Context: an optimization exercise on an open-source flow, tuned for small area. The choices shown serve that exercise and are no tape-out recipe. RTL that was checked went through simulation tests only; none was proved equivalent to the original. Power and IR drop assume default switching activity. The clock port is modelled as an ideal driver; clocking choices that lean on that would not hold on a real chip.

== S ==
## fspfa_meas
module fspfa_meas (
    input  wire        clk,
    input  wire        rst,
    input  wire        req_valid,
    output wire        req_ready,
    input  wire        req_op,
    input  wire [7:0]  req_addr,
    input  wire [3:0]  req_idx,
    input  wire [7:0]  req_hi,
    input  wire [7:0]  req_lo,
    input  wire [7:0]  req_eb,
    input  wire [1:0]  req_debug,
    output wire        rsp_valid,
    output wire [63:0] rsp_value,
    output wire [1:0]  rsp_cnt,
    output wire [63:0] rsp_cand,
    output wire [63:0] rsp_prev,
    output wire [1:0]  rsp_prev_cnt,
    output wire [1:0]  rsp_dec_log,
    output wire [2:0]  rsp_filt_log
);
    localparam N   = 36;         
    localparam EW  = 22;         
    localparam F   = 28;         
    localparam W   = F + 1;      
    localparam D   = F - 1 - 3;  
    reg [N*EW-1:0] ring;
    reg [1:0] hi;
    reg [3:0] hs;
    reg       fl;                
    reg [4:0] st;
    wire idle = (st == 5'd0);
    wire last = (st == F);
    wire [1:0] inv = req_addr[1:0] - 2'd1;
    wire start = req_valid && (idle || last) && inv == hi && req_idx == hs;
    assign req_ready = req_valid && st == F - 1;
    wire stale_h = fl && hi == 2'd0 && hs < 4'd7;           
    wire stale_d = fl && !(hi == 2'd3 && hs >= 4'd4);      
    wire stale_f = fl && !(hi == 2'd3 && hs == 4'd8);      
    wire [EW-1:0] e0 = ring[0 +: EW];
    wire [EW-1:0] ed = ring[D*EW +: EW];
    wire [EW-1:0] ef = ring[F*EW +: EW];
    wire [15:0] dm;
    wire [3:0]  dk;
    wire [1:0]  dl;
    fspfa_value_decoder u_dec (
        .hi(req_hi), .lo(req_lo), .eb(req_eb), .idx(req_idx), .debug(req_debug),
  ...
Size in the first run: about 2000 cells after synthesis, roughly 950 flip-flops, roughly 27000 µm² of cells after synthesis.
export LEC_CHECK = 0
export CAP_MARGIN = 20
export CORE_MARGIN = 2
export CORE_UTILIZATION = 70
export PLACE_DENSITY = 0.85
export SLEW_MARGIN = 20
create_clock -name core_clock -period 18.0 [get_ports {clk}]
standard.sh (not shown) runs the stock make flow with config.mk's settings and CLKGATE_MAP_FILE= SYNTH_SCRIPT=/design/flow/synth_recipe.tcl, a recipe that flattens the netlist after the stock synthesis.
==> flow/flow/run.sh <==
#!/bin/bash
set -e
export CTS_ARGS="-sink_clustering_enable -repair_clock_nets -dont_use_dummy_load -sink_clustering_size 18 -sink_clustering_max_diameter 70 -buf_list sky130_fd_sc_hd__clkbuf_8"
export BUFFER_PORTS_ARGS="-buffer_cell sky130_fd_sc_hd__buf_1"
bash standard.sh > standard.log 2>&1
## Diff of input files: T against S
==> flow/flow/run.sh <==
#!/bin/bash
set -e
export CTS_ARGS="-sink_clustering_enable -repair_clock_nets -dont_use_dummy_load -sink_clustering_size 30 -sink_clustering_max_diameter 100 -buf_list sky130_fd_sc_hd__clkbuf_16"
export BUFFER_PORTS_ARGS="-buffer_cell sky130_fd_sc_hd__buf_1"
bash standard.sh > standard.log 2>&1
[summary]
The global-route usage number comes out lower for S vs T. Switching power: T > S. Compared with S, T shows a lower sequential share of layout area. Comparing T and S, the lower via count of the first global-routing pass was measured on S. met2 wirelength from detailed routing grows by a few percent when moving from S to T. The slack of the worst reg-to-reg path in T sits 0.03 ns below the value recorded for S. Looking at post-route worst setup slack, T sits 0.014 ns above S.

---

Setup of 12-27:
fspfa_meas, a different RTL version from the one above (not shown whole).
Size: about 970 flip-flops, ~250 I/O pins, ~0.027 mm2 of cells after synthesis.
// fspfa_meas
module fspfa_meas (
    input  wire        clk,
    input  wire        rst,
    input  wire        req_valid,
    output wire        req_ready,
    input  wire        req_op,
    input  wire [7:0]  req_addr,
    input  wire [3:0]  req_idx,
    input  wire [7:0]  req_hi,
    input  wire [7:0]  req_lo,
    input  wire [7:0]  req_eb,
    input  wire [1:0]  req_debug,
    output wire        rsp_valid,
    output wire [63:0] rsp_value,
    output wire [1:0]  rsp_cnt,
    output wire [63:0] rsp_cand,
    output wire [63:0] rsp_prev,
    output wire [1:0]  rsp_prev_cnt,
    output wire [1:0]  rsp_dec_log,
    output wire [2:0]  rsp_filt_log
);
clock: 18.0 ns
lec_check: 0
cap_margin: 20
core_margin: 2
core_utilization: 70
place_density: 0.85
slew_margin: 20
==> flow/flow/run.sh <==
#!/bin/bash
set -e
export CTS_ARGS="-sink_clustering_enable -repair_clock_nets -dont_use_dummy_load -sink_clustering_size 18 -sink_clustering_max_diameter 70 -buf_list sky130_fd_sc_hd__clkbuf_8"
export BUFFER_PORTS_ARGS="-buffer_cell sky130_fd_sc_hd__buf_1"
bash standard.sh > standard.log 2>&1
The following lists how 04-09 was set up differently from 12-27:
Settings: swapping 70 for 50 in CORE_UTILIZATION; swapping 0.85 for 0.6 in PLACE_DENSITY.
Findings:
Relative to 12-27, worst hold slack has gone down in 04-09.
The clock power of 12-27 and that of 04-09 are within noise of each other.
NOTE well-tap cell count 12-27->04-09 increased by more than a quarter
Looking only at area of the multi-input gates, and setting everything else aside, the higher value of 12-27 and 04-09 goes to 04-09.
Where routed wire length is concerned, 12-27 is outperformed by 04-09.
Compared with 12-27, 04-09 is more frugal on power.
The utilization of 04-09 is lower than that of 12-27.
Die area | 04-09 > 12-27

---

the baseline:
fspfa_meas, a different RTL version from the one above (not shown whole).
Size: roughly 2400 cells after synthesis, about 970 flip-flops, about 30000 um2 of cells after synthesis.
## fspfa_meas
module fspfa_meas (
    input  wire        clk,
    input  wire        rst,
    input  wire        req_valid,
    output wire        req_ready,
    input  wire        req_op,
    input  wire [7:0]  req_addr,
    input  wire [3:0]  req_idx,
    input  wire [7:0]  req_hi,
    input  wire [7:0]  req_lo,
    input  wire [7:0]  req_eb,
    input  wire [1:0]  req_debug,
    output wire        rsp_valid,
    output wire [63:0] rsp_value,
    output wire [1:0]  rsp_cnt,
    output wire [63:0] rsp_cand,
    output wire [63:0] rsp_prev,
    output wire [1:0]  rsp_prev_cnt,
    output wire [1:0]  rsp_dec_log,
    output wire [2:0]  rsp_filt_log
);
clock: 18.0 ns
lec_check: 0
cap_margin: 20
core_margin: 2
core_utilization: 50
place_density: 0.6
slew_margin: 20
==> flow/flow/run.sh <==
#!/bin/bash
set -e
export CTS_ARGS="-sink_clustering_enable -repair_clock_nets -dont_use_dummy_load -buf_list sky130_fd_sc_hd__clkbuf_8"
export BUFFER_PORTS_ARGS="-buffer_cell sky130_fd_sc_hd__buf_1"
bash standard.sh > standard.log 2>&1
The baseline completed; timing, DRC and antenna clean
Input changes introduced in the candidate (baseline for comparison: the baseline):
Settings: an added CTS_BUF_LIST of sky130_fd_sc_hd__clkbuf_8.
==> flow/run.sh (new file) <==
#!/bin/bash
# synth_recipe.tcl (not shown) runs the flow's synth.tcl, then flattens the netlist and writes it again
# the make line also repeats each setting of config.mk as NAME=value (left out here)
make -C /OpenROAD-flow-scripts/flow DESIGN_CONFIG=/design/flow/config.mk WORK_HOME=/design/flow/orfs CLKGATE_MAP_FILE= SYNTH_SCRIPT=/design/flow/synth_recipe.tcl finish
removed: flow/flow/run.sh
removed: flow/standard.sh
Findings:
The baseline → the candidate: setup slack -0.054 ns; via count +about 1.4%; wire length after detailed routing +1.8 mm.
No run of this note included a check of the RTL's function; only the layout flow was run.

---

main:
The RTL this note starts from:
==> flow/design.v <==
module fspfa_value_decoder (
    input  wire [7:0]  hi,
    input  wire [7:0]  lo,
    input  wire [7:0]  eb,
    input  wire [3:0]  idx,
    input  wire [1:0]  debug,
    output wire [15:0] m,
    output wire [3:0]  k,
    output reg  [1:0]  log_code    
);
    reg [3:0] base_k;
    always @(*) begin
        case (idx)
            4'd0: base_k = 4'd3;
            4'd1: base_k = 4'd6;
            4'd2: base_k = 4'd3;
            4'd3: base_k = 4'd4;
            4'd4: base_k = 4'd1;
            4'd5: base_k = 4'd2;
            4'd6: base_k = 4'd1;
            4'd7: base_k = 4'd1;
            default: base_k = 4'd2;
        endcase
    end
    wire        sent  = (eb == 8'd11);
    wire        under = !sent && eb[7] && (eb < 8'hFD);           
    wire        over  = !sent && !eb[7] && (eb > 8'd10);          
    wire [7:0]  e3    = eb + 8'd3;
    wire [15:0] mag   = {hi, lo};
    assign m = (under || over) ? 16'd0 : mag;
    assign k = sent ? base_k : (under || over) ? 4'd0 : e3[3:0];
    always @(*) begin
        log_code = 2'd0;
        if (debug != 2'd0) begin
            if (under) log_code = 2'd1;
            else if (over && mag != 16'd0) log_code = 2'd2;
        end
    end
endmodule
module fspfa_times10 (
    input  wire [59:0] x,
    output wire [59:0] y
);
    localparam K = 31;
    wire [59:0] a = {x[56:0], 3'd0};
    wire [59:0] b = {x[58:0], 1'b0};
    wire [60:0] c;       
    wire [60:0] d;       
    wire [59:0] s0;
    wire [60:0] u;       
    assign c[3] = 1'b0;
    assign d[K] = 1'b0;
    assign u[K] = 1'b1;
    assign y[2:0] = {x[1:0], 1'b0};
    genvar i;
    generate
        for (i = 3; i < K; i = i + 1) begin : g_lo
            assign y[i]   = a[i] ^ b[i] ^ c[i];
            assign c[i+1] = (a[i] & b[i]) | (c[i] & (a[i] ^ b[i]));
        end
        for (i = K; i < 60; i = i + 1) begin : g_hi
            assign s0[i]  = a[i] ^ b[i] ^ d[i];
            assign d[i+1] = (a[i] & b[i]) | (d[i] & (a[i] ^ b[i]));
            assign u[i+1] = u[i] & s0[i];
            assign y[i]   = s0[i] ^ (c[K] & u[i]);
        end
    endgenerate
endmodule
module fspfa_sanity_filter (
    input  wire [2:0]  cls,       
    input  wire [59:0] cand,
    input  wire [59:0] prev,
    input  wire [1:0]  cnt,
    input  wire        dcv_nz,
    output reg         take,      
    output reg  [1:0]  cnt_out,
    output reg  [2:0]  log_code   
);
    localparam [2:0] L_NONE = 3'd0, L_REJECT = 3'd1, L_OVERRIDE = 3'd2,
                     L_SHUTDOWN = 3'd3, L_RECOVERY = 3'd4;
    localparam [23:0] K = 24'd10000000;
    wire [60:0] q;
    wire [60:0] qc;
    wire [61:0] gt;
    assign qc[0] = 1'b0;
    assign gt[0] = 1'b0;
    genvar i;
    generate
        for (i = 0; i < 60; i = i + 1) begin : g_q
            if (i < 24 && K[i]) begin : g_one
                assign q[i]    = ~(prev[i] ^ qc[i]);
                assign qc[i+1] = prev[i] | qc[i];
            end else begin : g_zero
                assign q[i]    = prev[i] ^ qc[i];
                assign qc[i+1] = prev[i] & qc[i];
            end
        end
        assign q[60] = qc[60];
        for (i = 0; i < 61; i = i + 1) begin : g_gt
            if (i < 60) begin : g_c
                assign gt[i+1] = (cand[i] & ~q[i]) | ((cand[i] | ~q[i]) & gt[i]);
            end else begin : g_top
                assign gt[i+1] = ~q[i] & gt[i];
            end
        end
    endgenerate
    wire cand_gt_prev_k = gt[61];
    reg reject;
    always @(*) begin
        take     = 1'b1;
        cnt_out  = 2'd0;
        log_code = L_NONE;
        reject   = 1'b0;
        if (cnt == 2'd3) begin
            log_code = L_OVERRIDE;
        end else begin
            case (cls)
                3'd0: reject = cand > 60'd10000000;
                3'd1: reject = prev != 60'd0 && cand_gt_prev_k;
                3'd2: reject = cand > 60'd100000;
                3'd3: begin
                    if (prev > 60'd200000 && cand < 60'd200000 && dcv_nz) begin
                        log_code = L_SHUTDOWN;
                        cnt_out  = cnt + 2'd1;
                    end else if (cand > 60'd550000) begin
                        reject = 1'b1;
                    end else if (prev < 60'd200000 && cand > 60'd200000) begin
                        log_code = L_RECOVERY;
                    end
                end
                default: reject = cand > 60'd600000;
            endcase
            if (reject) begin
                take     = 1'b0;
                cnt_out  = cnt + 2'd1;
                log_code = L_REJECT;
            end
        end
    end
endmodule
module fspfa_meas (
    input  wire        clk,
    input  wire        rst,
    input  wire        req_valid,
    output wire        req_ready,
    input  wire        req_op,
    input  wire [7:0]  req_addr,
    input  wire [3:0]  req_idx,
    input  wire [7:0]  req_hi,
    input  wire [7:0]  req_lo,
    input  wire [7:0]  req_eb,
    input  wire [1:0]  req_debug,
    output wire        rsp_valid,
    output wire [63:0] rsp_value,
    output wire [1:0]  rsp_cnt,
    output wire [63:0] rsp_cand,
    output wire [63:0] rsp_prev,
    output wire [1:0]  rsp_prev_cnt,
    output wire [1:0]  rsp_dec_log,
    output wire [2:0]  rsp_filt_log
);
    localparam N   = 36;       
    localparam EW  = 22;       
    localparam F   = 28;       
    localparam W   = F + 1;    
    localparam T   = N - 3;    
    reg [N*EW-1:0] ring;
    reg [1:0] hi;
    reg [3:0] hs;
    reg       fl;              
    reg [4:0] st;
    wire idle = (st == 5'd0);
    wire last = (st == F);
    reg [15:0] cm, pm;
    reg [3:0]  ck, pk;
    reg        stale;
    reg [1:0]  dlog;
    reg        op;
    reg        dcv_nz;
    reg [59:0] x1, x2;
    wire [1:0] inv = req_addr[1:0] - 2'd1;
    assign req_ready = (idle || last) && inv == hi && req_idx == hs;
    wire take_req = req_valid && req_ready;
    wire [5:0] lin = {hi, 3'd0} + hi + hs;
    wire stale_h = fl && lin < (N - W);
    wire stale_t = fl && lin < (T - W);
    wire [EW-1:0] e0 = ring[0 +: EW];
    wire [EW-1:0] et = ring[T*EW +: EW];
    wire [EW-1:0] ef = ring[F*EW +: EW];
    wire [15:0] dm;
    wire [3:0]  dk;
    wire [1:0]  dl;
    fspfa_value_decoder u_dec (
        .hi(req_hi), .lo(req_lo), .eb(req_eb), .idx(req_idx), .debug(req_debug),
        .m(dm), .k(dk), .log_code(dl)
    );
    wire [15:0] cm_d = take_req ? dm : cm;
    wire [3:0]  ck_d = take_req ? dk : ck;
    wire [15:0] pm_d = take_req ? (stale_h ? 16'd0 : e0[21:6]) : pm;
    wire [3:0]  pk_d = take_req ? (stale_h ? 4'd0 : e0[5:2]) : pk;
    always @(posedge clk) begin
        cm <= cm_d;
        ck <= ck_d;
        pm <= pm_d;
        pk <= pk_d;
        if (take_req) begin
            stale  <= stale_h;
            dlog   <= req_op ? 2'd0 : dl;
            op     <= req_op;
            dcv_nz <= !stale_t && et[21:6] != 16'd0;
        end
    end
    reg [2:0] cls;
    always @(*) begin
        case (hs)
            4'd1: cls = 3'd0;                     
            4'd2, 4'd3, 4'd4: cls = 3'd1;         
            4'd5, 4'd7, 4'd8: cls = 3'd2;         
            4'd6: cls = 3'd3;                     
            default: cls = 3'd4;                  
        endcase
    end
    wire [1:0] pc = stale ? 2'd0 : ef[1:0];
    wire       take;
    wire [1:0] cnt_out;
    wire [2:0] flog;
    fspfa_sanity_filter u_filt (
        .cls(cls), .cand(x1), .prev(x2), .cnt(pc), .dcv_nz(dcv_nz),
        .take(take), .cnt_out(cnt_out), .log_code(flog)
    );
    wire wb  = last && !op && !rst;
    wire clr = rst || fl;
    wire [EW-1:0] w_in;
    assign w_in[21:6] = (wb && take) ? cm : clr ? 16'd0 : ef[21:6];
    assign w_in[5:2]  = (wb && take) ? ck : clr ? 4'd0 : ef[5:2];
    assign w_in[1:0]  = wb ? cnt_out : clr ? 2'd0 : ef[1:0];
    always @(posedge clk) begin
        ring[EW-1:0] <= ring[N*EW-1 -: EW];
        ring[W*EW-1:EW] <= ring[(W-1)*EW-1:0];
        ring[N*EW-1:(W+1)*EW] <= ring[N*EW-EW-1:W*EW];
        ring[W*EW +: EW] <= w_in;
    end
    always @(posedge clk) begin
        if (rst) begin
            hi <= 2'd0;
            hs <= 4'd0;
            fl <= 1'b1;
            st <= 5'd0;
        end else begin
            if (hs == 4'd8) begin
                hs <= 4'd0;
                hi <= hi + 2'd1;
                if (hi == 2'd3) fl <= 1'b0;
            end else begin
                hs <= hs + 4'd1;
            end
            if (take_req)
                st <= 5'd1;
            else if (last)
                st <= 5'd0;
            else if (!idle)
                st <= st + 5'd1;
        end
    end
    wire [4:0] j    = take_req ? 5'd0 : st;
    wire       ld_c = (j == F - 1 - {ck_d, 1'b0});
    wire       ld_p = (j == F - 2 - {pk_d, 1'b0});
    wire [59:0] x2_10;
    fspfa_times10 u_x10 (.x(x2), .y(x2_10));
    always @(posedge clk) begin
        x1 <= ld_c ? {44'd0, cm_d} : ld_p ? {44'd0, pm_d} : x2_10;
        x2 <= x1;
    end
    assign rsp_valid    = last;
    assign rsp_cand     = {4'd0, x1};
    assign rsp_prev     = {4'd0, x2};
    assign rsp_prev_cnt = pc;
    assign rsp_value    = {4'd0, (op || !take) ? x2 : x1};
    assign rsp_cnt      = op ? pc : cnt_out;
    assign rsp_dec_log  = dlog;
    assign rsp_filt_log = op ? 3'd0 : flog;
endmodule
clock: 18.0 ns
lec_check: 0
cap_margin: 20
core_margin: 2
core_utilization: 50
place_density: 0.6
slew_margin: 20
==> flow/flow/run.sh <==
#!/bin/bash
set -e
export CTS_ARGS="-sink_clustering_enable -repair_clock_nets -dont_use_dummy_load -sink_clustering_size 20 -sink_clustering_max_diameter 80 -buf_list sky130_fd_sc_hd__clkbuf_8"
export BUFFER_PORTS_ARGS="-buffer_cell sky130_fd_sc_hd__buf_1"
bash standard.sh > standard.log 2>&1
Edits applied to the flow inputs when going from main to the feature branch:
==> flow/flow/run.sh <==
#!/bin/bash
set -e
export CTS_ARGS="-sink_clustering_enable -repair_clock_nets -dont_use_dummy_load -sink_clustering_size 18 -sink_clustering_max_diameter 70 -buf_list sky130_fd_sc_hd__clkbuf_8"
export BUFFER_PORTS_ARGS="-buffer_cell sky130_fd_sc_hd__buf_1"
bash standard.sh > standard.log 2>&1
--- outcome ---
The routing usage on met2 of main and that of the feature branch are within noise of each other. Critical path depth: main vs the feature branch, no meaningful difference. [diff] worst setup slack, the feature branch relative to main: improvement. | final non-filler cell area | lower: main |.

==> afterwards: timing with drivers on the ports <==
Ports are ideal in the flow. The routed layouts listed here were re-timed in OpenROAD. Step 1, drivers: a clkbuf_16 drives clk and a buf_2 each remaining input, both assumed. Step 2, shift: input delay + t, output delay - t, t = (earliest + latest rising clock arrival at the registers) / 2. This alone moves slack from input paths to output paths. Slacks: ideal ports / drivers / drivers and shift; pairs: ideal ports / drivers.
run | shift t [ns] | setup slack, ns | worst setup path at the end
S | 0.709 | 0.583 / 0.534 / 1.242 | register to output
T | 0.613 | 0.597 / 0.539 / 1.152 | register to output
12-27 | 0.673 | 1.041 / 0.986 / 1.660 | register to output
04-09 | 0.679 | 0.862 / 0.807 / 1.487 | register to output
the baseline | 0.785 | 5.245 / 5.245 / 5.245 | register to register
the candidate | 0.822 | 5.191 / 5.191 / 5.191 | register to register
main | 0.722 | 0.751 / 0.692 / 1.413 | register to output
the feature branch | 0.680 | 0.801 / 0.744 / 1.424 | register to output
After both steps every run listed still meets setup and hold.
